Source: an optimization exercise on an open RTL-to-GDS flow (aim: small area). Production flows keep margins and buffers that such runs may drop.
At most, simulation tests tie the RTL to the original design; equivalence was not proved.
No functional check of the RTL was part of run 5.
No activity file was given, so power comes from the tool's default toggle rates.

==> design.v <==
module tcpu_core (
    input  wire        clk,
    input  wire        rst,
    output wire        mem_req,
    output wire        mem_we,
    output wire [15:0] mem_addr,
    output wire [7:0]  mem_wdata,
    input  wire        mem_gnt,
    input  wire        mem_rvalid,
    input  wire [7:0]  mem_rdata,
    input  wire        ev_post,
    input  wire [2:0]  ev_kind,
    input  wire [15:0] ev_payload,
    output wire        disk_req,
    output wire        disk_drive,
    output wire        disk_write,
    output wire [15:0] disk_maddr,
    output wire [15:0] disk_daddr,
    output wire        halted,
    output wire        waiting,
    output reg  [1:0]  halt_cause,
    input  wire [3:0]  dbg_sel,
    output wire [15:0] dbg_data
);
    localparam [4:0] S_FOP  = 5'd0,    
                     S_FOB  = 5'd1,    
                     S_FLD  = 5'd2,    
                     S_FB   = 5'd3,    
                     S_DRD  = 5'd4,    
                     S_DWR  = 5'd5,    
                     S_DK2  = 5'd6,    
                     S_WAIT = 5'd7,    
                     S_HALT = 5'd8,    
                     S_CLR  = 5'd16,   
                     S_INC  = 5'd17,   
                     S_OPR  = 5'd18,   
                     S_IMV  = 5'd19,   
                     S_EX1  = 5'd20,   
                     S_CMP1 = 5'd21,   
                     S_SH0  = 5'd22,   
                     S_SHL  = 5'd23,   
                     S_SP   = 5'd24,   
                     S_LD   = 5'd25,   
                     S_AW   = 5'd26,   
                     S_FIN  = 5'd27,   
                     S_JC   = 5'd28,   
                     S_DK1  = 5'd29,   
                     S_EV   = 5'd30;   
    reg  [4:0]  st;
    reg  [3:0]  ph;
    reg         run;        
    reg         pend;       
    reg         hb;         
    reg  [1:0]  fld;        
    reg         C;          
    reg         cA;         
    reg         F1, F2;     
    reg  [6:0]  op;
    reg  [7:0]  ob;
    reg  [15:0] x0, x1, x2, x3, x4, x5, x6, x7;
    reg  [15:0] ipr, T, U, A;
    reg  [7:0]  R;
    reg  [2:0]  ev_k;
    reg  [15:0] ev_p;
    wire ph0  = (ph == 4'd0);
    wire ph15 = (ph == 4'd15);
    wire lane = (ph[3] == hb);
    wire act  = st[4] & (ph0 | run);
    wire last = act & ph15;
    wire [2:0] cls = op[6:4];
    wire [2:0] sb  = op[2:0];
    wire c0 = (cls == 3'd0);
    wire c1 = (cls == 3'd1);
    wire c2 = (cls == 3'd2);
    wire c3 = (cls == 3'd3);
    wire c4 = (cls == 3'd4);
    wire c5 = (cls == 3'd5);
    wire is_ret   = c0 & (sb == 3'd1);
    wire is_push  = c2 & (sb == 3'd3);
    wire is_jmp   = c2 & (sb == 3'd4);
    wire is_call  = c2 & (sb == 3'd5);
    wire is_store = c3 & op[3];
    wire is_load  = c3 & ~op[3];
    wire a_src = is_store | c4 | c5;
    wire b_src = c1 | (c2 & (sb >= 3'd3)) | c3 | c4 | c5;
    wire a_dst = c1 | (c2 & (sb <= 3'd2)) | is_load;
    wire word  = ~c3 | op[2];
    wire stk   = is_push | is_call;
    wire [3:0] ca = ob[7:4];
    wire [3:0] cb = ob[3:0];
    wire [3:0] code = fld[0] ? cb : ca;
    wire imm  = (code == 4'd13) | (code == 4'd14);
    wire two  = fld[1] ? op[1] : (code == 4'd14);
    wire used = (fld == 2'd0) ? a_src : (fld == 2'd1) ? b_src : (c3 & (op[1:0] != 2'd0));
    wire dT   = fld[1] | (fld[0] ^ is_store);
    wire [3:0] rcls = mem_rdata[7:4];
    wire [3:0] rsub = mem_rdata[3:0];
    reg        rd_legal;
    always @* begin
        case (rcls)
            4'h0:    rd_legal = (rsub <= 4'd4);
            4'h1:    rd_legal = (rsub <= 4'd7);
            4'h2:    rd_legal = (rsub <= 4'd5);
            4'h3:    rd_legal = (rsub[1:0] != 2'd3);
            4'h4:    rd_legal = (rsub <= 4'd5);
            4'h5:    rd_legal = (rsub[3:2] == 2'd0);
            default: rd_legal = 1'b0;
        endcase
    end
    wire [2:0] rs = (st == S_OPR) ? code[2:0] :
                    ((st == S_SP) | (st == S_FIN) | (st == S_AW)) ? 3'd7 : ca[2:0];
    reg RA;
    always @* begin
        case (rs)
            3'd0: RA = x0[0];
            3'd1: RA = x1[0];
            3'd2: RA = x2[0];
            3'd3: RA = x3[0];
            3'd4: RA = x4[0];
            3'd5: RA = x5[0];
            3'd6: RA = x6[0];
            default: RA = x7[0];
        endcase
    end
    wire T0 = T[0];
    wire U0 = U[0];
    wire I0 = ipr[0];
    wire R0 = R[0];
    wire lit = (code == 4'd15) | ((ph[3:2] == 2'd0) & (ph[1:0] != 2'd3) & code[ph[1:0]]);
    wire opv = code[3] ? lit : RA;
    wire cAe  = ph0 | cA;
    wire incA = A[0] ^ cAe;
    reg X, Y, cin0;
    always @* begin
        X = RA; Y = 1'b0; cin0 = 1'b0;
        case (st)
            S_IMV:  begin X = T0; Y = R0 & lane; end
            S_EX1:  begin
                        if (c2) begin X = ~RA; cin0 = 1'b1; end
                        else if (sb[0]) begin Y = ~T0; cin0 = 1'b1; end
                        else Y = T0;
                    end
            S_CMP1: begin Y = ~T0; cin0 = 1'b1; end
            S_SHL:  begin X = T0; Y = 1'b1; end
            S_SP:   Y = (ph == 4'd1);
            S_FIN:  Y = ~ph0;
            S_JC:   begin X = U0; cin0 = 1'b1; end
            default: ;
        endcase
    end
    wire cin  = ph0 ? cin0 : C;
    wire SUM  = X ^ Y ^ cin;
    wire COUT = (X & Y) | (X & cin) | (Y & cin);
    wire tap = (sb == 3'd5) ? (~ph0 & R[7]) : (~ph15 & U[1]);
    wire lt = (RA & ~T0) | (~(RA ^ T0) & SUM);
    reg  s1, s2;
    always @* begin
        s1 = 1'b0; s2 = 1'b0;
        case (st)
            S_CMP1: begin s1 = SUM; s2 = ph15 & ~lt; end
            S_SH0:  begin s1 = T0;  s2 = RA; end
            S_SHL:  begin s1 = SUM; s2 = tap; end
            S_JC:   begin s1 = U0 & ~ph0; s2 = U0 & ph0; end
            default: ;
        endcase
    end
    wire fl_en = act & ((st == S_CMP1) | (st == S_SH0) | (st == S_SHL) | (st == S_JC));
    wire F1a = ph0 | F1;
    wire F2a = ph0 | F2;
    wire f1f = F1a & ~s1;
    wire f2f = F2a & ~s2;
    wire sh_done = f1f | f2f;
    wire jz  = f1f & f2f;
    wire j1  = f1f & ~f2f;
    wire jm  = COUT;
    reg  taken;
    always @* begin
        case (sb)
            3'd0: taken = jz;
            3'd1: taken = ~jz;
            3'd2: taken = jm;
            3'd3: taken = j1;
            3'd4: taken = jm | jz;
            default: taken = j1 | jz;
        endcase
    end
    reg W;
    always @* begin
        case (st)
            S_EX1: begin
                if (c2) W = sb[0] ? SUM : ~RA;
                else case (sb)
                    3'd2: W = RA ^ T0;
                    3'd3: W = RA & T0;
                    3'd4: W = RA | T0;
                    3'd7: W = ph0 ? ~F1 : F2;
                    default: W = SUM;
                endcase
            end
            S_SHL:  W = tap;
            S_LD:   W = lane & R0;
            default: W = SUM;
        endcase
    end
    wire [2:0] wsel = ((st == S_SP) | (st == S_FIN)) ? 3'd7 : ca[2:0];
    reg  wx;
    always @* begin
        case (st)
            S_EX1, S_SHL, S_SP: wx = 1'b1;
            S_FIN: wx = stk;
            S_LD:  wx = ~is_ret & (lane | (~hb & ~word));
            default: wx = 1'b0;
        endcase
    end
    wire evk_bit = (ph[3:2] == 2'd0) & (ph[1:0] != 2'd3) & ev_k[ph[1:0]];
    wire evp_bit = (ev_k != 3'd0) & ev_p[ph];
    wire clr = (st == S_CLR);
    wire wen = act & wx;
    wire ev  = act & (st == S_EV);
    function in_x(input [2:0] i, input b0);
        in_x = (wen & (wsel == i)) ? W : b0;
    endfunction
    wire x0_in = clr ? 1'b0 : ev ? evk_bit : in_x(3'd0, x0[0]);
    wire x1_in = clr ? 1'b0 : ev ? evp_bit : in_x(3'd1, x1[0]);
    wire x2_in = ~clr & in_x(3'd2, x2[0]);
    wire x3_in = ~clr & in_x(3'd3, x3[0]);
    wire x4_in = ~clr & in_x(3'd4, x4[0]);
    wire x5_in = ~clr & in_x(3'd5, x5[0]);
    wire x6_in = ~clr & in_x(3'd6, x6[0]);
    wire x7_in = ~clr & in_x(3'd7, x7[0]);
    reg ip_in;
    always @* begin
        ip_in = I0;
        if (act) case (st)
            S_CLR: ip_in = 1'b0;
            S_INC: if (hb | c0) ip_in = incA;
            S_IMV: ip_in = incA;
            S_LD:  if (is_ret & lane) ip_in = R0;
            S_FIN: if (is_call | is_jmp | c4) ip_in = T0;
            default: ;
        endcase
    end
    reg a_sh, a_in;
    always @* begin
        a_sh = act; a_in = ip_in;
        case (st)
            S_CLR: a_in = 1'b0;
            S_INC, S_IMV: a_in = incA;
            S_SP:  a_in = SUM;
            S_LD:  a_in = (~hb & word) ? incA : ip_in;
            S_AW:  a_in = hb ? incA : (stk ? RA : T0);
            S_FIN: a_in = ip_in;
            S_DK1: a_in = U0;
            default: a_sh = 1'b0;
        endcase
    end
    reg t_in, u_in;
    always @* begin
        t_in = T0; u_in = U0;
        if (act) case (st)
            S_OPR: if (dT) t_in = opv; else u_in = opv;
            S_IMV: if (fld[1]) t_in = SUM;
                   else if (dT) t_in = lane ? R0 : (hb & T0);
                   else         u_in = lane ? R0 : (hb & U0);
            S_SH0: u_in = RA;
            S_SHL: begin t_in = SUM; u_in = tap; end
            default: ;
        endcase
    end
    wire rdst   = (st == S_FOP) | (st == S_FOB) | (st == S_FB) | (st == S_DRD);
    wire rd_done = pend & mem_rvalid;
    wire r_cap  = rd_done & ((st == S_FB) | (st == S_DRD));
    wire r_sh   = act & (((st == S_IMV) | (st == S_LD) | (st == S_AW)) ? lane : (st == S_SHL));
    wire r_sin  = is_push ? T0 : is_call ? I0 : U0;
    assign mem_we    = (st == S_DWR);
    assign mem_req   = mem_we | (rdst & ~pend);
    assign mem_addr  = A;
    assign mem_wdata = R;
    assign disk_req   = (st == S_DK2);
    assign disk_drive = op[0];
    assign disk_write = op[1];
    assign disk_maddr = A;
    assign halted  = (st == S_HALT);
    assign waiting = (st == S_WAIT);
    wire [3:0] psel = halted ? dbg_sel : 4'd9;
    reg  [15:0] psrc;
    always @* begin
        case (psel)
            4'd0: psrc = x0;
            4'd1: psrc = x1;
            4'd2: psrc = x2;
            4'd3: psrc = x3;
            4'd4: psrc = x4;
            4'd5: psrc = x5;
            4'd6: psrc = x6;
            4'd7: psrc = x7;
            4'd8: psrc = ipr;
            default: psrc = T;
        endcase
    end
    wire [15:0] r1 = ph[0] ? {psrc[14:0], psrc[15]}    : psrc;
    wire [15:0] r2 = ph[1] ? {r1[13:0],   r1[15:14]}   : r1;
    wire [15:0] r4 = ph[2] ? {r2[11:0],   r2[15:12]}   : r2;
    wire [15:0] r8 = ph[3] ? {r4[7:0],    r4[15:8]}    : r4;
    assign dbg_data   = r8;
    assign disk_daddr = r8;
    always @(posedge clk) begin
        ph <= rst ? 4'd0 : ph + 4'd1;
        C  <= COUT;
        cA <= A[0] & cAe;
        if (fl_en) begin
            F1 <= f1f;
            F2 <= f2f;
        end
        x0 <= {x0_in, x0[15:1]};
        x1 <= {x1_in, x1[15:1]};
        x2 <= {x2_in, x2[15:1]};
        x3 <= {x3_in, x3[15:1]};
        x4 <= {x4_in, x4[15:1]};
        x5 <= {x5_in, x5[15:1]};
        x6 <= {x6_in, x6[15:1]};
        x7 <= {x7_in, x7[15:1]};
        ipr <= {ip_in, ipr[15:1]};
        T   <= {t_in, T[15:1]};
        U   <= {u_in, U[15:1]};
        if (a_sh)  A <= {a_in, A[15:1]};
        if (ev_post) ev_p <= ev_payload;
        if (r_cap) R <= mem_rdata;
        else if (r_sh) R <= {r_sin, R[7:1]};
        if (rst) begin
            st         <= S_CLR;
            run        <= 1'b0;
            pend       <= 1'b0;
            ev_k       <= 3'd0;
            halt_cause <= 2'd0;
        end else begin
            run <= act & ~ph15 & ~((st == S_EV) & ev_post);
            if (mem_req & ~mem_we & mem_gnt) pend <= 1'b1;
            if (rd_done) pend <= 1'b0;
            case (st)
                S_CLR: if (last) st <= S_FOP;
                S_FOP: if (rd_done) begin
                    if (!rd_legal) begin
                        st <= S_HALT;
                        halt_cause <= 2'd2;
                    end else begin
                        op <= mem_rdata[6:0];
                        hb <= 1'b0;
                        st <= S_INC;
                    end
                end
                S_FOB: if (rd_done) begin
                    if (a_dst & mem_rdata[7]) begin
                        st <= S_HALT;
                        halt_cause <= 2'd3;
                    end else begin
                        ob <= mem_rdata;
                        hb <= 1'b1;
                        st <= S_INC;
                    end
                end
                S_INC: if (last) begin
                    hb <= 1'b0;
                    if (hb) begin fld <= 2'd0; st <= S_FLD; end
                    else if (c0) begin fld <= 2'd3; st <= S_FLD; end
                    else st <= S_FOB;
                end
                S_FLD: begin
                    hb <= 1'b0;
                    if (fld == 2'd3) begin
                        case (cls)
                            3'd0: case (sb)
                                3'd0: st <= S_FOP;
                                3'd1: st <= S_SP;
                                3'd2: begin st <= S_HALT; halt_cause <= 2'd1; end
                                3'd3: st <= (ev_k != 3'd0) ? S_EV : S_WAIT;
                                default: st <= S_EV;
                            endcase
                            3'd1: st <= (sb == 3'd7) ? S_CMP1 : ((sb == 3'd5) | (sb == 3'd6)) ? S_SH0 : S_EX1;
                            3'd2: case (sb)
                                3'd0, 3'd1: st <= S_EX1;
                                3'd2: st <= S_SP;
                                3'd4: st <= S_FIN;
                                default: st <= S_AW;
                            endcase
                            3'd3: st <= S_AW;
                            3'd4: st <= S_JC;
                            default: st <= S_DK1;
                        endcase
                    end else if (used)
                        st <= (fld[1] | imm) ? S_FB : S_OPR;
                    else
                        fld <= fld + 2'd1;
                end
                S_OPR: if (last) begin fld <= fld + 2'd1; st <= S_FLD; end
                S_FB:  if (rd_done) st <= S_IMV;
                S_IMV: if (last) begin
                    if (two & ~hb) begin hb <= 1'b1; st <= S_FB; end
                    else begin hb <= 1'b0; fld <= fld + 2'd1; st <= S_FLD; end
                end
                S_EX1:  if (last) st <= S_FOP;
                S_CMP1: if (last) st <= S_EX1;
                S_SH0, S_SHL: if (last) st <= sh_done ? S_FOP : S_SHL;
                S_SP:   if (last) begin hb <= 1'b0; st <= S_DRD; end
                S_DRD:  if (rd_done) st <= S_LD;
                S_LD:   if (last) begin
                    if (~hb & word) begin hb <= 1'b1; st <= S_DRD; end
                    else st <= S_FOP;
                end
                S_AW:   if (last) st <= is_load ? S_DRD : S_DWR;
                S_DWR:  if (mem_gnt) begin
                    if (word & ~hb) begin hb <= 1'b1; st <= S_AW; end
                    else st <= S_FIN;
                end
                S_FIN:  if (last) st <= S_FOP;
                S_JC:   if (last) st <= taken ? S_FIN : S_FOP;
                S_DK1:  if (last) st <= S_DK2;
                S_DK2:  st <= S_FIN;
                S_EV:   if (last) begin
                    ev_k <= 3'd0;
                    st <= S_FOP;
                end
                S_WAIT: if (ev_k != 3'd0) st <= S_EV;
                default: ;
            endcase
            if (ev_post)
                ev_k <= ev_kind;
        end
    end
endmodule
==> run.sh <==
#!/bin/bash
# synth_recipe.tcl (not shown) runs the flow's synth.tcl, then flattens the netlist and writes it again
# the make line also repeats each setting of config.mk as NAME=value (left out here)
make -C /OpenROAD-flow-scripts/flow DESIGN_CONFIG=/design/flow/config.mk WORK_HOME=/design/flow/orfs CLKGATE_MAP_FILE= SYNTH_SCRIPT=/design/flow/synth_recipe.tcl finish
==> config.mk <==
export PLATFORM = sky130hd
export DESIGN_NAME = tcpu_core
export DESIGN_NICKNAME = tcpu_core
export VERILOG_FILES = /design/flow/design.v
export SDC_FILE = /design/flow/constraint.sdc
export NUM_CORES = 4
export LEC_CHECK = 0
export CAP_MARGIN = 20
export CORE_MARGIN = 2
export CORE_UTILIZATION = 30
export PLACE_DENSITY = 0.45
export SLEW_MARGIN = 20
==> constraint.sdc <==
create_clock -name core_clock -period 10.0 [get_ports {clk}]
set_input_delay 2.0000 -clock core_clock [delete_from_list [all_inputs] [get_ports {clk}]]
set_output_delay 2.0000 -clock core_clock [all_outputs]
set_load 0.01 [all_outputs]
==> run summary, run 1 <==
outcome timing/DRC/antenna clean; overall power between 2000 and 2500 uW; number of max-cap violations 0; leading area contributor after synthesis dfxtp_1; n_diodes 0; slew of the pin with the lowest slew margin approximately 1.1 ns; Synth area leaders dfxtp_1, edfxtp_1, mux2i_1; DP HPWL 27300 microns; Leak between 0.005 and 0.006 uW; fin crit period ~7.9 ns; GR peak layer met2; combinational share of power 9.3%; final setup vio count 0; drc violations 0; GR Layer Usage met1 27.1%; Cell Pwr Density approximately 170 nW/um^2; share of the synthesized area in the top cell type around a third; Critical Path RT 8.00 ns; Worst R2R Setup Slack roughly 4.2 ns; gr ovfl total 0; pre-CTS setup slack between 2 and 2.5 ns; Max clock buf depth 3; number of global-route vias before repair around 9000; Nets around 1300; CTS tree built; TritonCTS buffer count 30; Yosys cell types 93; dpl cells approximately 1700; Die Y between 200 and 250 microns; Main synth FF type dfxtp_1; CTS HTree Levels 1; clock share of power roughly 45%; routed len/inst between 20 and 25 microns; Post-CTS Setup Repair Bufs 0; Vias/cell approximately 5.4; HP Class register to register; largest net degree at the start of global routing 39; Net Switching 576 uW; RSZ-0062 raised after global routing no; WP data arrival 5.94 ns; Slew headroom between 20 and 30%; GRT Overall Usage between 15 and 20%; fmax 126 MHz; cell count after synthesis approximately 1100; Die ar. 40400 sq um; Die X about 200 microns; final RePlAce weighted congestion 0.917; Area growth, synth to finish 20.6%; met3 Use GR 2.97%; Synth Register Bits between 200 and 300; first-pass iteration count of the detailed router 5; via count roughly 9400; number of flops mapped to enable cells by yosys 60; drt initial violations just under 800; worst setup path category input port to output pin; clk_skew ~0.011 ns; Num Clock Sinks ~250; pins over their slew limit 0; YS warnings 1; Final Hold Fails 0; Core ar. between 30000 and 40000 sq um; non-filler instance count after layout roughly 1800; Critical Path Source Type input port; Clk Tree Root Cell clkbuf_16; Final period util ~79%; area of the multi-input gates 5270 sq um; Post-Route WL ~37000 microns; ANT nets after route 0; post-cts repair resize count 0; Mapped Area 11600 sq um; Core Rows 72; Initial Utilization 30.3%; Syn Nets roughly 1200; share of power burned in registers roughly 46%; Fillers about 4000; initial antenna violation count 1; Final TNS setup 0 ns; I/O Pins 117; IO Port Bufs 116; first-pass GRT wire length 57300 microns; Clk Latency, worst-skew pair about 0.58 ns; Int Pwr roughly 1800 uW; Sw Share around a quarter; setup ws final roughly 2.1 ns; register area share after synthesis roughly 49%; DP Area 13000 sq um; VDD IR max 0.126 mV; clk slew on worst S/H paths around 0.060 ns; layout cells sized above 1 between 10% and 20%; Crit. End Element output pin; async set-reset flop share out of synthesis 0%; Design Area, Final approximately 14000 sq um; # hold bufs at CTS 0; register cell area after layout about 5700 sq um; GR Util met2 between 20% and 30%; syn avg cell area approximately 10 sq um; CP Max Fanout 15
logic make-up after synthesis:
group,synth area share [%]
adders and majority gates,1.25
buffers and inverters,5.91
DFF,48.8
xor gates and xnor gates,0.527
muxes,10.8
and+or+nand+nor,14.6
AOI/OAI and AO/OA,18.1
layout by cell type (no fill, tap or decap), types with 18 or more instances in the layout:
cell,count
a21oi_1,62
buf_4,21
clkbuf_16,33
clkdlybuf4s50_1,115
dfxtp_1,194
edfxtp_1,60
inv_1,22
mux2_2,32
mux2i_1,60
nand2_1,64
nand3_1,42
nor2_1,91
nor3_1,32
o211ai_1,18
o21ai_0,64
metal layers:
layer	up-vias	wire length, microns
met5	-	11
met3	56	2340
met1	4620	18500
met2	340	15900
li1	4390	-
met4	2	775
stage by stage:
| stage | util (%) | hold WS [ns] |
|---|---|---|
| global route | 36.5 | 0.328 |
| detailed placement | 33.9 | 0.312 |
| global placement | 33.9 | 0.312 |
| CTS | 36.5 | 0.323 |
| floorplan | - | 0.310 |
| finish | 36.5 | 0.325 |
synthesized netlist by cell type, types with 11 or more instances:
cell type and count:
mux2_2 32, nand2b_1 11, o211ai_1 18, dfxtp_1 194
buf_2 16, buf_4 36, o22ai_1 12, nand2_1 64
o21ai_0 64, a211oi_1 16, inv_1 22, nor2b_1 13
clkbuf_1 40, edfxtp_1 60, mux4_2 13, nor3_1 33
a22oi_1 13, mux2i_1 60, nor2_1 91, a21oi_1 62
nand3_1 42
layout make-up:
cell class / count / share of cell area, %
Sequential cell: 254 / 40.5
Inverter: 30 / 0.802
Multi-Input combinational cell: 757 / 37.6
Tap cell: 518 / 4.62
Clock buffer: 46 / 6.59
Timing Repair Buffer: 137 / 9.36
Clock inverter: 10 / 0.571
sequential cells by signal, indices dropped and copies added (netlist names), 4 cells and up:
| register | cells |
|---|---|
| x2 | 16 |
| x6 | 16 |
| ipr | 16 |
| ph | 4 |
| x0 | 16 |
| U | 16 |
| st | 5 |
| T | 16 |
| A | 16 |
| x3 | 16 |
| x7 | 16 |
| x5 | 16 |
| x1 | 16 |
| ev_p | 16 |
| x4 | 16 |
| op | 7 |
| R | 8 |
| ob | 8 |
worst max-delay path, cell delays in order:
cell	delay [ns]
clkdlybuf4s50_1	0.66
nor2_1	0.56
nand4_1	0.50
nand2_1	0.54
o2bb2ai_1	0.21
mux4_2	0.53
nor2_1	0.10
a21oi_1	0.06
mux2i_1	0.20
clkdlybuf4s50_1	0.58
power by group through the flow:
stage	sequential, uW	combinational [uW]	clock [uW]
after floorplan	1120	119	0
after CTS	1100	227	1110
after global placement	1120	226	0
after detailed placement	1120	226	0
final	1100	225	1090
after global routing	1100	239	1160
final timing paths:
kind | startpoint | endpoint | depth (start not counted)
worst max-delay path | dbg_sel[1] | disk_daddr[2] | 10
worst min register to register | U[12]$_DFF_P_ | U[11]$_DFF_P_ | 0
worst max register to register | st[1]$_SDFFE_PP0P_ | st[1]$_SDFFE_PP0P_ | 18
worst min-delay path | U[12]$_DFF_P_ | U[11]$_DFF_P_ | 0
==> run 2: changes to the inputs <==
--- a/design.v
+++ b/design.v
@@ -19,5 +19,5 @@
     output wire        halted,
     output wire        waiting,
-    output reg  [1:0]  halt_cause,
+    output wire [1:0]  halt_cause,
     input  wire [3:0]  dbg_sel,
     output wire [15:0] dbg_data
@@ -31,5 +31,7 @@
                      S_DK2  = 5'd6,    
                      S_WAIT = 5'd7,    
-                     S_HALT = 5'd8,    
+                     S_H1   = 5'd9,    
+                     S_H2   = 5'd10,
+                     S_H3   = 5'd11,
                      S_CLR  = 5'd16,   
                      S_INC  = 5'd17,   
@@ -59,5 +61,5 @@
     reg  [7:0]  ob;
     reg  [15:0] x0, x1, x2, x3, x4, x5, x6, x7;
-    reg  [15:0] ipr, T, U, A;
+    reg  [15:0] ipr, T, A;
     reg  [7:0]  R;
     reg  [2:0]  ev_k;
@@ -93,5 +95,5 @@
     wire two  = fld[1] ? op[1] : (code == 4'd14);
     wire used = (fld == 2'd0) ? a_src : (fld == 2'd1) ? b_src : (c3 & (op[1:0] != 2'd0));
-    wire dT   = fld[1] | (fld[0] ^ is_store);
+    wire dI   = (fld == 2'd1) & a_src;       
     wire [3:0] rcls = mem_rdata[7:4];
     wire [3:0] rsub = mem_rdata[3:0];
@@ -110,5 +112,5 @@
     wire [2:0] rs = (st == S_OPR) ? code[2:0] :
                     ((st == S_SP) | (st == S_FIN) | (st == S_AW)) ? 3'd7 : ca[2:0];
-    reg RA;
+    reg RA, RA1;
     always @* begin
         case (rs)
@@ -122,13 +124,23 @@
             default: RA = x7[0];
         endcase
+        case (ca[2:0])
+            3'd0: RA1 = x0[1];
+            3'd1: RA1 = x1[1];
+            3'd2: RA1 = x2[1];
+            3'd3: RA1 = x3[1];
+            3'd4: RA1 = x4[1];
+            3'd5: RA1 = x5[1];
+            3'd6: RA1 = x6[1];
+            default: RA1 = x7[1];
+        endcase
     end
     wire T0 = T[0];
-    wire U0 = U[0];
     wire I0 = ipr[0];
     wire R0 = R[0];
+    wire A0 = A[0];
     wire lit = (code == 4'd15) | ((ph[3:2] == 2'd0) & (ph[1:0] != 2'd3) & code[ph[1:0]]);
     wire opv = code[3] ? lit : RA;
     wire cAe  = ph0 | cA;
-    wire incA = A[0] ^ cAe;
+    wire incA = A0 ^ cAe;
     reg X, Y, cin0;
     always @* begin
@@ -145,5 +157,5 @@
             S_SP:   Y = (ph == 4'd1);
             S_FIN:  Y = ~ph0;
-            S_JC:   begin X = U0; cin0 = 1'b1; end
+            S_JC:   begin X = T0; cin0 = 1'b1; end
             default: ;
         endcase
@@ -152,5 +164,5 @@
     wire SUM  = X ^ Y ^ cin;
     wire COUT = (X & Y) | (X & cin) | (Y & cin);
-    wire tap = (sb == 3'd5) ? (~ph0 & R[7]) : (~ph15 & U[1]);
+    wire tap = (sb == 3'd5) ? (~ph0 & R[7]) : (~ph15 & RA1);
     wire lt = (RA & ~T0) | (~(RA ^ T0) & SUM);
     reg  s1, s2;
@@ -161,5 +173,5 @@
             S_SH0:  begin s1 = T0;  s2 = RA; end
             S_SHL:  begin s1 = SUM; s2 = tap; end
-            S_JC:   begin s1 = U0 & ~ph0; s2 = U0 & ph0; end
+            S_JC:   begin s1 = T0 & ~ph0; s2 = T0 & ph0; end
             default: ;
         endcase
@@ -213,6 +225,28 @@
         endcase
     end
+    wire [15:0] ev_w = {ev_p[1], ev_p[2], ev_p[3], ev_p[4], ev_p[5], ev_p[6], ev_p[7], ev_p[8],
+                        ev_p[9], ev_p[10], ev_p[11], ev_p[12], ev_p[13], ev_p[14], ev_p[15], ev_p[0]};
+    wire [3:0] psel = halted ? dbg_sel : (st == S_EV) ? 4'd9 : 4'd8;
+    reg  [15:0] psrc;
+    always @* begin
+        case (psel)
+            4'd0: psrc = x0;
+            4'd1: psrc = x1;
+            4'd2: psrc = x2;
+            4'd3: psrc = x3;
+            4'd4: psrc = x4;
+            4'd5: psrc = x5;
+            4'd6: psrc = x6;
+            4'd7: psrc = x7;
+            4'd8: psrc = ipr;
+            default: psrc = ev_w;
+        endcase
+    end
+    wire [15:0] r1 = ph[0] ? {psrc[14:0], psrc[15]}    : psrc;
+    wire [15:0] r2 = ph[1] ? {r1[13:0],   r1[15:14]}   : r1;
+    wire [15:0] r4 = ph[2] ? {r2[11:0],   r2[15:12]}   : r2;
+    wire [15:0] rp = ph[3] ? {r4[7:0],    r4[15:8]}    : r4;
     wire evk_bit = (ph[3:2] == 2'd0) & (ph[1:0] != 2'd3) & ev_k[ph[1:0]];
-    wire evp_bit = (ev_k != 3'd0) & ev_p[ph];
+    wire evp_bit = (ev_k != 3'd0) & rp[0];
     wire clr = (st == S_CLR);
     wire wen = act & wx;
@@ -229,4 +263,5 @@
     wire x6_in = ~clr & in_x(3'd6, x6[0]);
     wire x7_in = ~clr & in_x(3'd7, x7[0]);
+    wire upd = is_call | is_jmp | is_store | c5 | (c4 & ~hb);
     reg ip_in;
     always @* begin
@@ -234,8 +269,10 @@
         if (act) case (st)
             S_CLR: ip_in = 1'b0;
-            S_INC: if (hb | c0) ip_in = incA;
-            S_IMV: ip_in = incA;
+            S_INC: if (hb ? ~a_src : c0) ip_in = incA;
+            S_OPR: if (dI) ip_in = opv;
+            S_IMV: if (dI) ip_in = lane ? R0 : (hb & I0);
+                   else if (~a_src) ip_in = incA;
             S_LD:  if (is_ret & lane) ip_in = R0;
-            S_FIN: if (is_call | is_jmp | c4) ip_in = T0;
+            S_FIN: if (upd) ip_in = T0;
             default: ;
         endcase
@@ -251,26 +288,27 @@
             S_AW:  a_in = hb ? incA : (stk ? RA : T0);
             S_FIN: a_in = ip_in;
-            S_DK1: a_in = U0;
+            S_JC:  a_in = A0;
+            S_DK1: a_in = T0;
             default: a_sh = 1'b0;
         endcase
     end
-    reg t_in, u_in;
+    reg t_in;
     always @* begin
-        t_in = T0; u_in = U0;
+        t_in = T0;
         if (act) case (st)
-            S_OPR: if (dT) t_in = opv; else u_in = opv;
+            S_OPR: if (~dI) t_in = opv;
             S_IMV: if (fld[1]) t_in = SUM;
-                   else if (dT) t_in = lane ? R0 : (hb & T0);
-                   else         u_in = lane ? R0 : (hb & U0);
-            S_SH0: u_in = RA;
-            S_SHL: begin t_in = SUM; u_in = tap; end
+                   else if (~dI) t_in = lane ? R0 : (hb & T0);
+            S_SHL: t_in = SUM;
+            S_AW:  if (~hb & c3) t_in = A0;
+            S_JC, S_DK1: t_in = A0;
             default: ;
         endcase
     end
-    wire rdst   = (st == S_FOP) | (st == S_FOB) | (st == S_FB) | (st == S_DRD);
+    wire rdst    = (st == S_FOP) | (st == S_FOB) | (st == S_FB) | (st == S_DRD);
     wire rd_done = pend & mem_rvalid;
-    wire r_cap  = rd_done & ((st == S_FB) | (st == S_DRD));
-    wire r_sh   = act & (((st == S_IMV) | (st == S_LD) | (st == S_AW)) ? lane : (st == S_SHL));
-    wire r_sin  = is_push ? T0 : is_call ? I0 : U0;
+    wire r_cap   = rd_done & ((st == S_FB) | (st == S_DRD));
+    wire r_sh    = act & (((st == S_IMV) | (st == S_LD) | (st == S_AW)) ? lane : (st == S_SHL));
+    wire r_sin   = (st == S_SHL) ? RA : is_push ? T0 : I0;
     assign mem_we    = (st == S_DWR);
     assign mem_req   = mem_we | (rdst & ~pend);
@@ -281,32 +319,13 @@
     assign disk_write = op[1];
     assign disk_maddr = A;
-    assign halted  = (st == S_HALT);
-    assign waiting = (st == S_WAIT);
-    wire [3:0] psel = halted ? dbg_sel : 4'd9;
-    reg  [15:0] psrc;
-    always @* begin
-        case (psel)
-            4'd0: psrc = x0;
-            4'd1: psrc = x1;
-            4'd2: psrc = x2;
-            4'd3: psrc = x3;
-            4'd4: psrc = x4;
-            4'd5: psrc = x5;
-            4'd6: psrc = x6;
-            4'd7: psrc = x7;
-            4'd8: psrc = ipr;
-            default: psrc = T;
-        endcase
-    end
-    wire [15:0] r1 = ph[0] ? {psrc[14:0], psrc[15]}    : psrc;
-    wire [15:0] r2 = ph[1] ? {r1[13:0],   r1[15:14]}   : r1;
-    wire [15:0] r4 = ph[2] ? {r2[11:0],   r2[15:12]}   : r2;
-    wire [15:0] r8 = ph[3] ? {r4[7:0],    r4[15:8]}    : r4;
-    assign dbg_data   = r8;
-    assign disk_daddr = r8;
+    assign disk_daddr = rp;
+    assign halted     = (st[4:2] == 3'b010);
+    assign halt_cause = st[1:0];
+    assign waiting    = (st == S_WAIT);
+    assign dbg_data   = rp;
     always @(posedge clk) begin
         ph <= rst ? 4'd0 : ph + 4'd1;
         C  <= COUT;
-        cA <= A[0] & cAe;
+        cA <= A0 & cAe;
         if (fl_en) begin
             F1 <= f1f;
@@ -323,5 +342,4 @@
         ipr <= {ip_in, ipr[15:1]};
         T   <= {t_in, T[15:1]};
-        U   <= {u_in, U[15:1]};
         if (a_sh)  A <= {a_in, A[15:1]};
         if (ev_post) ev_p <= ev_payload;
@@ -333,5 +351,4 @@
             pend       <= 1'b0;
             ev_k       <= 3'd0;
-            halt_cause <= 2'd0;
         end else begin
             run <= act & ~ph15 & ~((st == S_EV) & ev_post);
@@ -341,8 +358,7 @@
                 S_CLR: if (last) st <= S_FOP;
                 S_FOP: if (rd_done) begin
-                    if (!rd_legal) begin
-                        st <= S_HALT;
-                        halt_cause <= 2'd2;
-                    end else begin
+                    if (!rd_legal)
+                        st <= S_H2;
+                    else begin
                         op <= mem_rdata[6:0];
                         hb <= 1'b0;
@@ -351,8 +367,7 @@
                 end
                 S_FOB: if (rd_done) begin
-                    if (a_dst & mem_rdata[7]) begin
-                        st <= S_HALT;
-                        halt_cause <= 2'd3;
-                    end else begin
+                    if (a_dst & mem_rdata[7])
+                        st <= S_H3;
+                    else begin
                         ob <= mem_rdata;
                         hb <= 1'b1;
@@ -373,5 +388,5 @@
                                 3'd0: st <= S_FOP;
                                 3'd1: st <= S_SP;
-                                3'd2: begin st <= S_HALT; halt_cause <= 2'd1; end
+                                3'd2: st <= S_H1;
                                 3'd3: st <= (ev_k != 3'd0) ? S_EV : S_WAIT;
                                 default: st <= S_EV;
@@ -414,5 +429,5 @@
                 end
                 S_FIN:  if (last) st <= S_FOP;
-                S_JC:   if (last) st <= taken ? S_FIN : S_FOP;
+                S_JC:   if (last) begin hb <= taken; st <= S_FIN; end
                 S_DK1:  if (last) st <= S_DK2;
                 S_DK2:  st <= S_FIN;
--- a/config.mk
+++ b/config.mk
@@ -6,7 +6,9 @@
 export NUM_CORES = 4
 export LEC_CHECK = 0
+export ABC_AREA = 1
 export CAP_MARGIN = 20
 export CORE_MARGIN = 2
 export CORE_UTILIZATION = 30
+export CTS_BUF_LIST = sky130_fd_sc_hd__clkbuf_4
 export PLACE_DENSITY = 0.45
 export SLEW_MARGIN = 20
==> run 2 against run 1 <==
Against the previous run: still clean; count of clock-buffer cells in the layout up 47; register-to-register slack better by 0.64 ns; final cell count up 14%; sequential share of layout area up 0.47 points; worst setup slack better by 0.30 ns; maximum frequency up 3.9%; sequential power up 5%; critical path depth up 6; worst hold slack worse by 0.023 ns.
==> run summary, run 2 <==
outcome timing/DRC/antenna clean; Clk Latency, worst-skew pair between 0.7 and 0.8 ns; Core Rows between 60 and 70; Crit. End Element output pin; Syn Nets approximately 1400; first-pass GRT wire length slightly below 60000 microns; HP Class register to register; number of global-route vias before repair 9829; GRT Overall Usage between 10% and 20%; Clk Tree Root Cell clkbuf_4; Net Switching ~900 uW; Vias/cell 4.91; gr ovfl total 0; CP Cell Sequence clkdlybuf4s50_1, nand4_1, nand2_2, nor2_4, nand2_2, o21ai_0, nand3_1, nand2_1, nor2_1, a31oi_1, nand2_1, nand3_1, o21ai_1, nand2_1, nand2_1, clkdlybuf4s50_1; layout cells sized above 1 between 10% and 20%; Slew headroom between 30% and 40%; share of the synthesized area in the top cell type 32.4%; dpl cells approximately 1900; Int Pwr 1890 uW; Final Hold Fails 0; largest net degree at the start of global routing 35; Cell Pwr Density between 200 and 250 nW/um^2; syn avg cell area slightly below 8 sq um; Mapped Area 10900 sq um; Final period util 76.5%; Worst path most repeated cell nand2_1; Worst path top cell family by delay simple AND/OR/NAND/NOR gates; Fillers 3817; async set-reset flop share out of synthesis 0%; Die X 194 microns; DP HPWL roughly 28000 microns; non-filler instance count after layout 1989; register area share after synthesis between 40% and 50%; Nets roughly 1500; fmax roughly 130 MHz; combinational share of power 26.8%; TritonCTS buffer count 66; Max clock buf depth 3; register cell area after layout 5330 sq um; Final TNS setup 0 ns; CTS tree built; Area growth, synth to finish 19.6%; CTS HTree Levels 3; Die Y between 150 and 200 microns; most frequent cells after synthesis nand2_1, dfxtp_1, nand3_1; final RePlAce weighted congestion ~0.95; Main synth FF type dfxtp_1; Yosys cell types 57; slew of the pin with the lowest slew margin 1.03 ns; Critical Path RT ~8.0 ns; clk_skew about 0.046 ns; via count between 9000 and 10000; # hold bufs at CTS 0; critical path's largest stage delay 0.68 ns; leading area contributor after synthesis dfxtp_1; Sw Share 32.0%; Post-CTS Setup Repair Bufs 0; ANT nets after route 0; clock share of power a little under a third; area of the multi-input gates 4580 sq um; Synth area leaders dfxtp_1, edfxtp_1, nand2_1; Post-Route WL 37600 microns; Num Clock Sinks approximately 240; Design Area, Final ~13000 sq um; initial antenna violation count 1; routed len/inst ~19 microns; most frequent cells in the layout nand2_1, dfxtp_1, nand3_1; RSZ-0062 raised after global routing no; clk slew on worst S/H paths approximately 0.060 ns; Crit-path slowest cell nor2_4; first-pass iteration count of the detailed router 24; Synth Register Bits around 240; worst setup path category input port to output pin; Critical Path Source Type input port; most frequent cell after synthesis nand2_1; drc violations 0; pins over their slew limit 0; YS warnings 1; post-cts repair resize count 0; Critical path buffers and inverters 2; I/O Pins 117; CP Max Fanout 34; Leak roughly 0.0055 uW; Die ar. about 38000 sq um; final setup vio count 0; share of power burned in registers between 40% and 50%; cell count after synthesis roughly 1400; VDD IR max about 0.14 mV; WP data arrival between 5 and 6 ns; drt initial violations roughly 690; number of max-cap violations 0; most common cell after layout, fill and taps aside nand2_1; DP Area between 10000 and 15000 sq um; fin crit period approximately 7.6 ns; number of flops mapped to enable cells by yosys 60; Initial Utilization 30.5%; IO Port Bufs 116; Core ar. ~36000 sq um
## run 2: changes by cell type in the layout (fill, tap and decap cells not counted), sizes merged, moves of 28 or more
cell    change
nand2     +265
nand3     +141
inv       +108
mux2i      -59
clkbuf     +47
nor2       +45
o21ai      +29
mux2       -28
## run 2: path summary, 6_finish.rpt
path | depth (start not counted) | start | end | slack (ns)
worst max-delay path | 16 | dbg_sel[0] | disk_daddr[5] | 2.35
worst min-delay path | 0 | T[7]$_DFF_P_ | T[6]$_DFF_P_ | 0.30
worst max register to register | 17 | ph[1]$_SDFF_PP0_ | st[2]$_SDFFE_PP0P_ | 4.88
worst min register to register | 0 | T[7]$_DFF_P_ | T[6]$_DFF_P_ | 0.30
## run 2: kinds of logic (layout without fill, tap and decap cells)
| kind of cell | after synthesis | count (layout) | synth area share, % |
|---|---|---|---|
| simple gates | 722 | 722 | 30.0 |
| flops | 236 | 236 | 49.0 |
| buf+inv | 208 | 363 | 9.03 |
| compound gates | 189 | 189 | 10.0 |
| fa+ha+maj | 11 | 11 | 1.34 |
| mux | 5 | 5 | 0.507 |
| xor+xnor | 1 | 1 | 0.0806 |
| other cells | 0 | 1 | 0 |
## run 2: layout make-up
cell class / count / area share, %
diodes: 1 / 0.0193
clock buffers: 93 / 5.37
clock inverters: 15 / 0.838
inverters: 133 / 3.85
multi-input cells: 928 / 35.2
flip-flops and latches: 236 / 41.0
well taps: 461 / 4.44
repair buffers: 122 / 9.28
## run 2: stage by stage
step | total power, uW | hold slack (ns) | setup slack, ns | util [%]
6_report | 2770 | 0.302 | 2.35 | 36.4
5_1_grt | 2940 | 0.321 | 1.96 | 36.4
4_1_cts | 2810 | 0.296 | 2.24 | 36.4
3_5_place_dp | 1920 | 0.312 | 2.23 | 34.2
3_3_place_gp | 1930 | 0.312 | 2.23 | 34.2
2_1_floorplan | 1600 | 0.310 | 4.33 | -
## run 2: worst register-to-register path, delay by kind of cell (launching register included)
kind	cells	cell delay [ns]
AO/OA/AOI/OAI	5	1.28
adder cells (fa/ha/maj)	2	0.90
buffers and inverters	4	1.37
flip-flops	1	0.54
AND/OR/NAND/NOR	6	0.92
## run 2: power groups by stage
stage,Sequential (uW),Clock (uW),Combinational [uW]
6_report,1160,869,743
5_1_grt,1180,953,808
4_1_cts,1160,902,744
3_5_place_dp,1180,0,741
3_3_place_gp,1180,0,745
2_1_floorplan,1170,0,437
## run 2: per-layer routing
| metal | global-route usage, % | wire [microns] |
|---|---|---|
| met3 | 3.45 | 1850 |
| met4 | 8.72 | 1320 |
| met2 | 33.5 | 17600 |
| met1 | 25.3 | 16800 |
| met5 | 0 | 0 |
==> run 3: changes to the inputs <==
--- a/config.mk
+++ b/config.mk
@@ -9,6 +9,6 @@
 export CAP_MARGIN = 20
 export CORE_MARGIN = 2
-export CORE_UTILIZATION = 30
-export CTS_BUF_LIST = sky130_fd_sc_hd__clkbuf_4
-export PLACE_DENSITY = 0.45
+export CORE_UTILIZATION = 55
+export CTS_BUF_LIST = sky130_fd_sc_hd__clkbuf_2 sky130_fd_sc_hd__clkbuf_4
+export PLACE_DENSITY = 0.7
 export SLEW_MARGIN = 20
==> run 3 against run 2 <==
Against the previous run: clock power fell by 9.3%; global-route usage rose by 11 points; sequential power barely moved; non-clock buffer count fell by 2; wire length fell by 14%; synthesized area did not move; largest power group unchanged; highest routed layer unchanged.
==> run summary, run 3 <==
outcome timing/DRC/antenna clean; most frequent cell after synthesis nand2_1; first-pass GRT wire length around 50000 microns; CTS tree built; final setup vio count 0; Vias/cell roughly 5.5; Core ar. 19400 sq um; IO Port Bufs 116; fmax 132 MHz; clk_skew 0.0352 ns; Die ar. 20900 sq um; Crit. End Element output pin; HP Class register to register; Nets between 1500 and 2000; hold path depth 0; Initial Utilization between 50% and 60%; Synth area leaders dfxtp_1, edfxtp_1, nand2_1; Slew headroom between 20% and 30%; Synth Area in Compound Gates approximately a tenth; overall power approximately 2700 uW; R2R depth 19; dpl cells 1682; first-pass iteration count of the detailed router 5; Worst path top cell family by delay simple AND/OR/NAND/NOR gates; CTS HTree Levels 2; post-cts repair resize count 0; CP Max Fanout 34; Syn Nets approximately 1400; Final period util 75.9%; largest family of logic cells by synthesized area simple AND/OR/NAND/NOR gates; Yosys cell types 57; register area share after synthesis about 50%; pins over their slew limit 0; Die Y 145 microns; largest net degree at the start of global routing 35; Critical Path Source Type input port; share of the synthesized area in the top cell type roughly a third; most frequent cells after synthesis nand2_1, dfxtp_1, nand3_1; via count 9794; Cell Pwr Density roughly 210 nW/um^2; Final TNS setup 0 ns; Num Clock Sinks approximately 240; # hold bufs at CTS 0; Fillers about 1800; syn avg cell area slightly below 8 sq um; leading area contributor after synthesis dfxtp_1; Area growth, synth to finish 16.4%; Crit-path slowest cell nor2_4; CP Cell Sequence clkdlybuf4s50_1, nand4_1, nand2_2, nor2_4, nand2_2, o21ai_1, nand3_1, nand3_1, nand3_1, nand3_1, nand3_2, and2_1, clkdlybuf4s50_1; Core Rows 51; Critical Path RT 8.00 ns; slew of the pin with the lowest slew margin ~1.1 ns; drc violations 0; Clk Tree Root Cell clkbuf_4; Post-CTS Setup Repair Bufs 0; number of flops mapped to enable cells by yosys 60; Clk Latency, worst-skew pair 0.71 ns; Levels on crit path 13; initial antenna violation count 2; async set-reset flop share out of synthesis 0%; Max clock buf depth 3; DP HPWL between 20000 and 25000 microns; Mapped Area 10900 sq um; Final Hold Fails 0; Util after Layout between 60% and 70%; Leak 0.00544 uW; GRT Overall Usage about a third; XOR/XNOR share of the synthesized area less than 1%; RSZ-0062 raised after global routing no; ANT nets after route 0; final RePlAce weighted congestion 0.997; VDD IR max 0.0962 mV; Adder-Cell Fraction of Synth Area about 1.3%; Die X around 140 microns; layout cells sized above 1 a little over a tenth; cell count after synthesis roughly 1400; worst setup path category input port to output pin; most common cell after layout, fill and taps aside nand2_1; non-filler instance count after layout 1785; Critical path buffers and inverters 2; Main synth FF type dfxtp_1; WP data arrival roughly 5.6 ns; TritonCTS buffer count 56; YS warnings 1; gr ovfl total 0; Synth Register Bits 236; number of max-cap violations 0; critical path's largest stage delay between 0.6 and 0.7 ns; I/O Pins about 120; clk slew on worst S/H paths roughly 0.07 ns; Post-Synth Simple-Gate Area a little under a third; Worst path most repeated cell nand3_1; portion of netlist area occupied by mux cells 0.507%; drt initial violations 845; Post-Route WL 32500 microns; routed len/inst approximately 18 microns; most frequent cells in the layout nand2_1, dfxtp_1, nand3_1; number of global-route vias before repair between 9000 and 10000; fin crit period around 7.6 ns
-- run 3: changes by cell type in the layout (fill, tap and decap cells not counted), sizes merged --
cell / before / now
inv: 132 / 131
clkinvlp: 1 / 0
bufinv: 1 / 0
buf: 6 / 4
clkinv: 14 / 16
diode: 1 / 2
clkbuf: 93 / 87
-- run 3: logic make-up after synthesis --
group	Yosys count
simple gates	722
flops	236
buf+inv	208
compound gates	189
fa+ha+maj	11
mux	5
xor+xnor	1
-- run 3: power breakdown --
group / internal [uW] / total, uW / switching [uW]
combinational: 337 / 728 / 390
clock: 399 / 788 / 389
sequential: 1090 / 1160 / 68.6
-- run 3: final timing paths --
check	end	startpoint	slack (ns)
max	disk_daddr[0]	dbg_sel[0]	2.41
min	T[4]$_DFF_P_	T[5]$_DFF_P_	0.32
max reg2reg	hb$_DFFE_PP_	ph[1]$_SDFF_PP0_	5.34
min reg2reg	T[4]$_DFF_P_	T[5]$_DFF_P_	0.32
-- run 3: stage by stage --
stage	setup WS, ns	hold WS [ns]	cell area (sq um)
CTS	2.43	0.318	12600
finish	2.41	0.318	12700
floorplan	4.33	0.310	10900
global route	2.03	0.314	12700
detailed placement	2.44	0.312	11900
global placement	2.52	0.310	11900
-- run 3: per-layer routing --
metal	wire [microns]	global-route usage, %	up-vias
met2	15700	53.2	395
met3	1960	5.10	106
met1	13100	38.1	4510
met4	1740	17.2	0
li1	-	-	4783
met5	0	0	-
-- run 3: area by class of cell --
| cell class | instances | area, sq um | area share (%) |
|---|---|---|---|
| multi-input cells | 928 | 4570 | 36.1 |
| repair buffers | 120 | 1190 | 9.41 |
| clock inverters | 14 | 77.6 | 0.613 |
| well taps | 265 | 332 | 2.62 |
| clock buffers | 87 | 653 | 5.16 |
| flip-flops and latches | 236 | 5330 | 42.1 |
| diodes | 2 | 5.00 | 0.0396 |
| inverters | 133 | 500 | 3.96 |
==> run 4: changes to the inputs <==
==> flow/run.sh (new file) <==
#!/bin/bash
# The standard layout, with three changes: the smallest buffer on the
# ports, every combinational cell started at its smallest size after
# floorplan (repair sizes them up as needed), and a clock tree of fewer,
# larger leaf buffers without dummy loads.
set -e
cat >> "$FLOW_CONFIG" <<EOC
export BUFFER_PORTS_ARGS = -buffer_cell sky130_fd_sc_hd__buf_1
export CTS_ARGS = -sink_clustering_enable -repair_clock_nets -dont_use_dummy_load -buf_list sky130_fd_sc_hd__clkbuf_16 -sink_clustering_size 25 -sink_clustering_max_diameter 100
export POST_FLOORPLAN_TCL = $PWD/flow/downsize.tcl
EOC
bash standard.sh > standard.log 2>&1
==> flow/downsize.tcl (new file) <==
# Replace every combinational cell by the smallest cell of its family (same
# function and pins); the later repair steps size up what timing, slew or
# capacitance need.
set block [ord::get_db_block]
set db [ord::get_db]
set smallest [dict create]
foreach lib [$db getLibs] {
  foreach m [$lib getMasters] {
    set n [$m getName]
    if {[regexp {^(sky130_fd_sc_hd__[a-z0-9]+)_([0-9]+)$} $n -> base k]} {
      set a [expr {[$m getWidth] * [$m getHeight]}]
      if {![dict exists $smallest $base] || $a < [lindex [dict get $smallest $base] 1]} {
        dict set smallest $base [list $n $a]
      }
    }
  }
}
set count 0
foreach inst [$block getInsts] {
  set n [[$inst getMaster] getName]
  if {![regexp {^(sky130_fd_sc_hd__[a-z0-9]+)_([0-9]+)$} $n -> base k]} { continue }
  if {[regexp {__(df|edf|sdf|dl|conb|tap|fill|decap|clk|lpflow|probe|diode)} $n]} { continue }
  set new [lindex [dict get $smallest $base] 0]
  if {$new ne $n} {
    replace_cell [get_cells [$inst getName]] $new
    incr count
  }
}
puts "downsize: replaced $count cells"
==> standard.sh (new file) <==
#!/bin/bash
# synth_recipe.tcl (not shown) runs the flow's synth.tcl, then flattens the netlist and writes it again
# the make line also repeats each setting of config.mk as NAME=value (left out here)
make -C /OpenROAD-flow-scripts/flow DESIGN_CONFIG=/design/flow/config.mk WORK_HOME=/design/flow/orfs CLKGATE_MAP_FILE= SYNTH_SCRIPT=/design/flow/synth_recipe.tcl "${@:-finish}"
--- a/config.mk
+++ b/config.mk
@@ -10,5 +10,7 @@
 export CORE_MARGIN = 2
 export CORE_UTILIZATION = 55
-export CTS_BUF_LIST = sky130_fd_sc_hd__clkbuf_2 sky130_fd_sc_hd__clkbuf_4
 export PLACE_DENSITY = 0.7
 export SLEW_MARGIN = 20
+export BUFFER_PORTS_ARGS = -buffer_cell sky130_fd_sc_hd__buf_1
+export CTS_ARGS = -sink_clustering_enable -repair_clock_nets -dont_use_dummy_load -buf_list sky130_fd_sc_hd__clkbuf_16 -sink_clustering_size 25 -sink_clustering_max_diameter 100
+export POST_FLOORPLAN_TCL = /design/flow/flow/downsize.tcl
removed: run.sh
==> run 4 against run 3 <==
Against the previous run: still clean; flip-flop and latch count stayed put; worst setup slack better by 0.57 ns; clock power is 33% lower; die area stayed put.
==> run summary, run 4 <==
outcome timing/DRC/antenna clean; clk_skew about 0.026 ns; VDD IR max 0.144 mV; Post-Synth Simple-Gate Area approximately 30%; GR peak layer met2; most frequent cell after synthesis nand2_1; initial antenna violation count 0; CP Max Fanout 13; Final TNS setup 0 ns; # hold bufs at CTS 0; Clk Tree Root Cell clkbuf_16; via count approximately 9600; Net Switching roughly 740 uW; clock share of power between 20% and 30%; clk slew on worst S/H paths 0.09 ns; YS warnings 1; leading area contributor after synthesis dfxtp_1; most frequent cells in the layout nand2_1, nand3_1, dfxtp_1; Yosys cell types 57; HP Class register to register; Post-CTS Setup Repair Bufs 0; XOR/XNOR share of the synthesized area less than 1%; Num Clock Sinks 236; number of global-route vias before repair 8781; Int Pwr roughly 1500 uW; Critical Path Source Type input port; post-cts repair resize count 0; n_diodes 0; pins over their slew limit 0; drc violations 0; fmax between 100 and 150 MHz; syn avg cell area about 8 sq um; IO Port Bufs ~120; Post-Route WL approximately 32000 microns; Design Area, Final 11400 sq um; first-pass GRT wire length 48100 microns; Adder-Cell Fraction of Synth Area 1.34%; Die X ~140 microns; routed len/inst 18.6 microns; Mapped Area roughly 11000 sq um; Final Hold Fails 0; I/O Pins between 100 and 150; Worst R2R Setup Slack around 5 ns; Synth Area in Compound Gates between 10% and 20%; gr ovfl total 0; GR Layer Usage met1 a little under two fifths; overall power roughly 2200 uW; portion of netlist area occupied by mux cells less than 1%; most common cell after layout, fill and taps aside nand2_1; fin crit period 7.02 ns; Die ar. ~21000 sq um; DP HPWL 24000 microns; final setup vio count 0; number of flops mapped to enable cells by yosys 60; final RePlAce weighted congestion approximately 1.0; async set-reset flop share out of synthesis 0%; Sw Share about a third; Synth Register Bits about 240; drt initial violations 801; RSZ-0062 raised after global routing no; Util after Layout 58.7%; CTS HTree Levels 1; Critical Path RT 8.00 ns; Core ar. approximately 19000 sq um; Final period util a little over two thirds; largest family of logic cells by synthesized area simple AND/OR/NAND/NOR gates; Vias/cell roughly 5.7; Die Y 145 microns; GRT Overall Usage 30.2%; Area growth, synth to finish 4.79%; most frequent cells after synthesis nand2_1, dfxtp_1, nand3_1; Syn Nets about 1400; TritonCTS buffer count 13; GR Util met2 51.8%; ANT nets after route 0; share of power burned in registers about half; layout cells sized above 1 under 10%; Synth area leaders dfxtp_1, edfxtp_1, nand2_1; Nets about 1500; Clk Latency, worst-skew pair roughly 0.48 ns; share of the synthesized area in the top cell type 32.4%; Main synth FF type dfxtp_1; Slew headroom about 34%; CTS tree built; Crit. End Element output pin; Core Rows 51; DP Area approximately 11000 sq um; Leak 0.00485 uW; number of max-cap violations 0; worst hold slack between 0.3 and 0.4 ns; register area share after synthesis approximately half; combinational share of power 24.5%; Initial Utilization about 56%; met3 Use GR 3.94%; largest net degree at the start of global routing 33; first-pass iteration count of the detailed router 5; WP data arrival 5.02 ns; Cell Pwr Density about 200 nW/um^2; worst setup path category input port to output pin; Max clock buf depth 3; slew of the pin with the lowest slew margin 0.980 ns; cell count after synthesis about 1400
-- run 4: worst max-delay path: stages --
cell and delay, ns:
buf_1 0.21, nand4_1 0.17, nand2_1 0.44, nand3_1 0.50, o21ai_0 0.52, nor2_1 0.08, nand3_1 0.10, nand3_1 0.10
nand3_1 0.13, o21ai_0 0.17, o21ai_0 0.27, nand2_1 0.07, nand2_1 0.11, buf_1 0.15
-- run 4: power groups by stage --
stage	Sequential, uW	Combinational [uW]	Clock (uW)
2_1_floorplan	1170	437	0
3_3_place_gp	1170	541	0
3_5_place_dp	1170	541	0
4_1_cts	1150	543	532
5_1_grt	1170	614	567
6_report	1150	545	526
-- run 4: logic make-up after synthesis --
logic type / count (synthesis)
compound gates: 189
buf+inv: 208
xor+xnor: 1
flops: 236
simple gates: 722
fa+ha+maj: 11
mux: 5
-- run 4: final cells by class --
type / count / area, sq um
fill: 1906 / 8010
sequential: 236 / 5330
multi-input combinational: 928 / 4390
timing repair buffer: 126 / 512
inverter: 133 / 500
tap: 265 / 332
clock buffer: 13 / 325
-- run 4: per-stage QoR --
| stage | setup WS (ns) | std cells |
|---|---|---|
| floorplan | 4.33 | 1372 |
| global placement | 3.01 | 1688 |
| detailed placement | 3.05 | 1688 |
| CTS | 3.04 | 1701 |
| global route | 2.63 | 1701 |
| finish | 2.98 | 1701 |
-- run 4: routing by layer --
layer | part of all wire (%) | vias to the layer above
met2 | 48 | 425
met1 | 40 | 4438
met4 | 4.8 | 0
met3 | 6.7 | 87
li1 | - | 4668
met5 | 0 | -
-- run 4: worst paths after layout --
kind                 startpoint             end  depth (start not counted)
max                  dbg_sel[0]     dbg_data[5]                         14
min              x5[14]$_DFF_P_  x5[13]$_DFF_P_                          0
max reg2reg  st[4]$_SDFFE_PP1P_    hb$_DFFE_PP_                         27
min reg2reg      x5[14]$_DFF_P_  x5[13]$_DFF_P_                          0
==> run 5: changes to the inputs <==
--- a/design.v
+++ b/design.v
@@ -345,4 +345,6 @@
         if (ev_post) ev_p <= ev_payload;
         if (r_cap) R <= mem_rdata;
+        if ((st == S_FOP) & rd_done) op <= mem_rdata[6:0];
+        if ((st == S_FOB) & rd_done) ob <= mem_rdata;
         else if (r_sh) R <= {r_sin, R[7:1]};
         if (rst) begin
@@ -357,22 +359,6 @@
             case (st)
                 S_CLR: if (last) st <= S_FOP;
-                S_FOP: if (rd_done) begin
-                    if (!rd_legal)
-                        st <= S_H2;
-                    else begin
-                        op <= mem_rdata[6:0];
-                        hb <= 1'b0;
-                        st <= S_INC;
-                    end
-                end
-                S_FOB: if (rd_done) begin
-                    if (a_dst & mem_rdata[7])
-                        st <= S_H3;
-                    else begin
-                        ob <= mem_rdata;
-                        hb <= 1'b1;
-                        st <= S_INC;
-                    end
-                end
+                S_FOP: if (rd_done) begin hb <= 1'b0; st <= rd_legal ? S_INC : S_H2; end
+                S_FOB: if (rd_done) begin hb <= 1'b1; st <= (a_dst & mem_rdata[7]) ? S_H3 : S_INC; end
                 S_INC: if (last) begin
                     hb <= 1'b0;
--- a/config.mk
+++ b/config.mk
@@ -9,6 +9,6 @@
 export CAP_MARGIN = 20
 export CORE_MARGIN = 2
-export CORE_UTILIZATION = 55
-export PLACE_DENSITY = 0.7
+export CORE_UTILIZATION = 70
+export PLACE_DENSITY = 0.85
 export SLEW_MARGIN = 20
 export BUFFER_PORTS_ARGS = -buffer_cell sky130_fd_sc_hd__buf_1
==> run 5 against run 4 <==
Against the previous run: clock power rose by 2%; still clean on timing, DRC and antenna; synthesized cell count up 0.22%; final cell count down 4.8%; non-clock buffer count is 5 lower; total power is 0.12% higher; via count increased by 12%.
==> run summary, run 5 <==
CTS HTree Levels 1; YS warnings 1; Core Rows between 40 and 50; Clk Latency, worst-skew pair just under 0.5 ns; TritonCTS buffer count 13; register area share after synthesis approximately half; most frequent cells in the layout nand2_1, nand3_1, dfxtp_1; fmax 135 MHz; post-cts repair resize count 0; most frequent cells after synthesis nand2_1, nand3_1, dfxtp_1; CP Max Fanout 12; Slew headroom between 15 and 20%; GRT Overall Usage 43.6%; worst hold slack approximately 0.31 ns; I/O Pins around 120; Crit. End Element output pin; most common cell after layout, fill and taps aside nand2_1; Critical Path RT 8.00 ns; RSZ-0062 raised after global routing no; Initial Utilization around 72%; Syn Nets 1422; Design Area, Final 11200 sq um; outcome timing/DRC/antenna clean; Die Y around 130 microns; leading area contributor after synthesis dfxtp_1; Nets 1480; clk_skew approximately 0.054 ns; layout cells sized above 1 between 1.5 and 2%; Final Hold Fails 0; fin crit period between 7 and 8 ns; Max clock buf depth 3; Synth Register Bits ~240; overall power approximately 2200 uW; Post-CTS Setup Repair Bufs 0; Final period util ~74%; Core ar. between 15000 and 20000 sq um; ANT nets after route 0; Fillers ~1100; most frequent cell after synthesis nand2_1; Leak approximately 0.005 uW; Synth area leaders dfxtp_1, edfxtp_1, nand2_1; # hold bufs at CTS 0; cell count after synthesis 1375; Final TNS setup 0 ns; routed len/inst between 20 and 25 microns; Area growth, synth to finish 2.41%; n_diodes 0; Clk Tree Root Cell clkbuf_16; syn avg cell area 7.94 sq um; Post-Route WL ~37000 microns; drc violations 0; IO Port Bufs 116; Vias/cell 6.63; pins over their slew limit 0; VDD IR max around 0.13 mV; Main synth FF type dfxtp_1; number of max-cap violations 0; WP data arrival 5.39 ns; pre-CTS setup slack about 2.9 ns; initial antenna violation count 0; number of flops mapped to enable cells by yosys 52; Critical Path Source Type input port; CTS tree built; number of global-route vias before repair between 10000 and 15000; Num Clock Sinks ~240; setup ws final about 2.6 ns; Die ar. between 15000 and 20000 sq um; worst setup path category input port to output pin; Die X 129 microns; HP Class register to register; gr ovfl total 0; Cell Pwr Density about 200 nW/um^2; Yosys cell types between 50 and 60; clk slew on worst S/H paths about 0.10 ns; DP HPWL 25700 microns; largest net degree at the start of global routing 34; share of the synthesized area in the top cell type between 30% and 40%; async set-reset flop share out of synthesis 0%; Mapped Area 10900 sq um; via count 10739; first-pass GRT wire length between 50000 and 60000 microns; DP Area roughly 11000 sq um; first-pass iteration count of the detailed router 9; final setup vio count 0; slew of the pin with the lowest slew margin 1.25 ns; final RePlAce weighted congestion 1.04; drt initial violations between 1500 and 2000
==> run 5: worst paths after layout <==
path	cells after the start	start	slack [ns]	to
min	0	T[8]$_DFF_P_	0.31	T[7]$_DFF_P_
min reg2reg	0	T[8]$_DFF_P_	0.31	T[7]$_DFF_P_
max	16	dbg_sel[0]	2.61	disk_daddr[8]
max reg2reg	25	st[1]$_SDFFE_PP0P_	4.97	hb$_DFFE_PP_
==> run 5: kinds of logic (layout without fill, tap and decap cells) <==
logic type / Yosys count / after routing / share of synthesized area, %
compound gates: 181 / 181 / 9.78
xor+xnor: 1 / 1 / 0.0803
fa+ha+maj: 11 / 11 / 1.33
buf+inv: 185 / 241 / 8.47
flops: 236 / 236 / 48.1
simple gates: 761 / 761 / 32.3
==> run 5: cell type report <==
type | instances | area [sq um] | share of cell area (%)
multi-input combinational | 954 | 4490 | 40.2
timing repair buffer | 121 | 473 | 4.23
tap | 188 | 235 | 2.11
sequential | 236 | 5250 | 46.9
clock buffer | 13 | 325 | 2.91
inverter | 107 | 407 | 3.64
==> run 5: through the flow <==
| step | utilization [%] | instances |
|---|---|---|
| 2_1_floorplan | - | 1375 |
| 3_3_place_gp | 71.3 | 1606 |
| 3_5_place_dp | 71.3 | 1606 |
| 4_1_cts | 73.5 | 1619 |
| 5_1_grt | 73.5 | 1619 |
| 6_report | 73.5 | 1619 |
==> run 5: power by group <==
group | internal (uW) | switching [uW] | leakage (uW)
clock network | 234 | 299 | 0.000160
logic | 163 | 374 | 0.00272
registers | 1080 | 74.6 | 0.00198
total | 1480 | 748 | 0.00486
==> run 5: metal layers <==
layer,track usage [%],up-vias,share of wire [%]
met5,0,-,0
li1,-,4684,-
met1,50.4,4834,33
met3,10.4,274,12
met2,71.7,947,46
met4,30.5,0,9.1
==> run 5: critical path: stages <==
cell and delay [ns]:
buf_1 0.20, nand4_1 0.13, nand2_1 0.42, nand2_1 0.16
nor2_1 0.97, nand2_1 0.15, nand2_1 0.23, nor2_1 0.07
nand3_1 0.14, nand3_1 0.11, nand3_1 0.12, nand3_1 0.13
nand2_1 0.11, nor2_1 0.04, a31oi_1 0.23, buf_1 0.18

## port drivers added, routing unchanged
How much do the figures lean on ideal ports? The routed layouts below were timed once more, with nothing changed but the port constraints. Step 1 sets driving cells, clkbuf_16 on the clock port and buf_2 on the other inputs (assumed; they add their load-dependent delay and slew). Step 2 adds t to the input delays and takes it off the output delays; t is the mean of the earliest and latest rising clock arrival at the registers after step 1. Input paths then give back, and output paths get back, about the clock's delay inside the block. Three values: ideal, step 1, step 2; two values: the first two.
| run | shift t [ns] | slack for setup (ns) | worst setup path after step 2 | latest minus earliest clock arrival (ns) | worst register clock-pin slew, ns |
|---|---|---|---|---|---|
| run 1 | 0.629 | 2.058 / 2.037 / 2.037 | input to output | 0.013 / 0.013 | 0.06 / 0.06 |
| run 2 | 0.736 | 2.354 / 2.295 / 2.295 | input to output | 0.067 / 0.067 | 0.07 / 0.07 |
| run 3 | 0.738 | 2.414 / 2.353 / 2.353 | input to output | 0.035 / 0.035 | 0.08 / 0.08 |
| run 4 | 0.518 | 2.981 / 2.957 / 2.957 | input to output | 0.028 / 0.029 | 0.10 / 0.10 |
| run 5 | 0.507 | 2.609 / 2.587 / 2.587 | input to output | 0.054 / 0.054 | 0.11 / 0.11 |
After both steps every run listed still meets setup and hold. For run 3, which loses most, drivers alone change the setup slack by -0.061 ns; drivers and shift together by -0.061 ns.
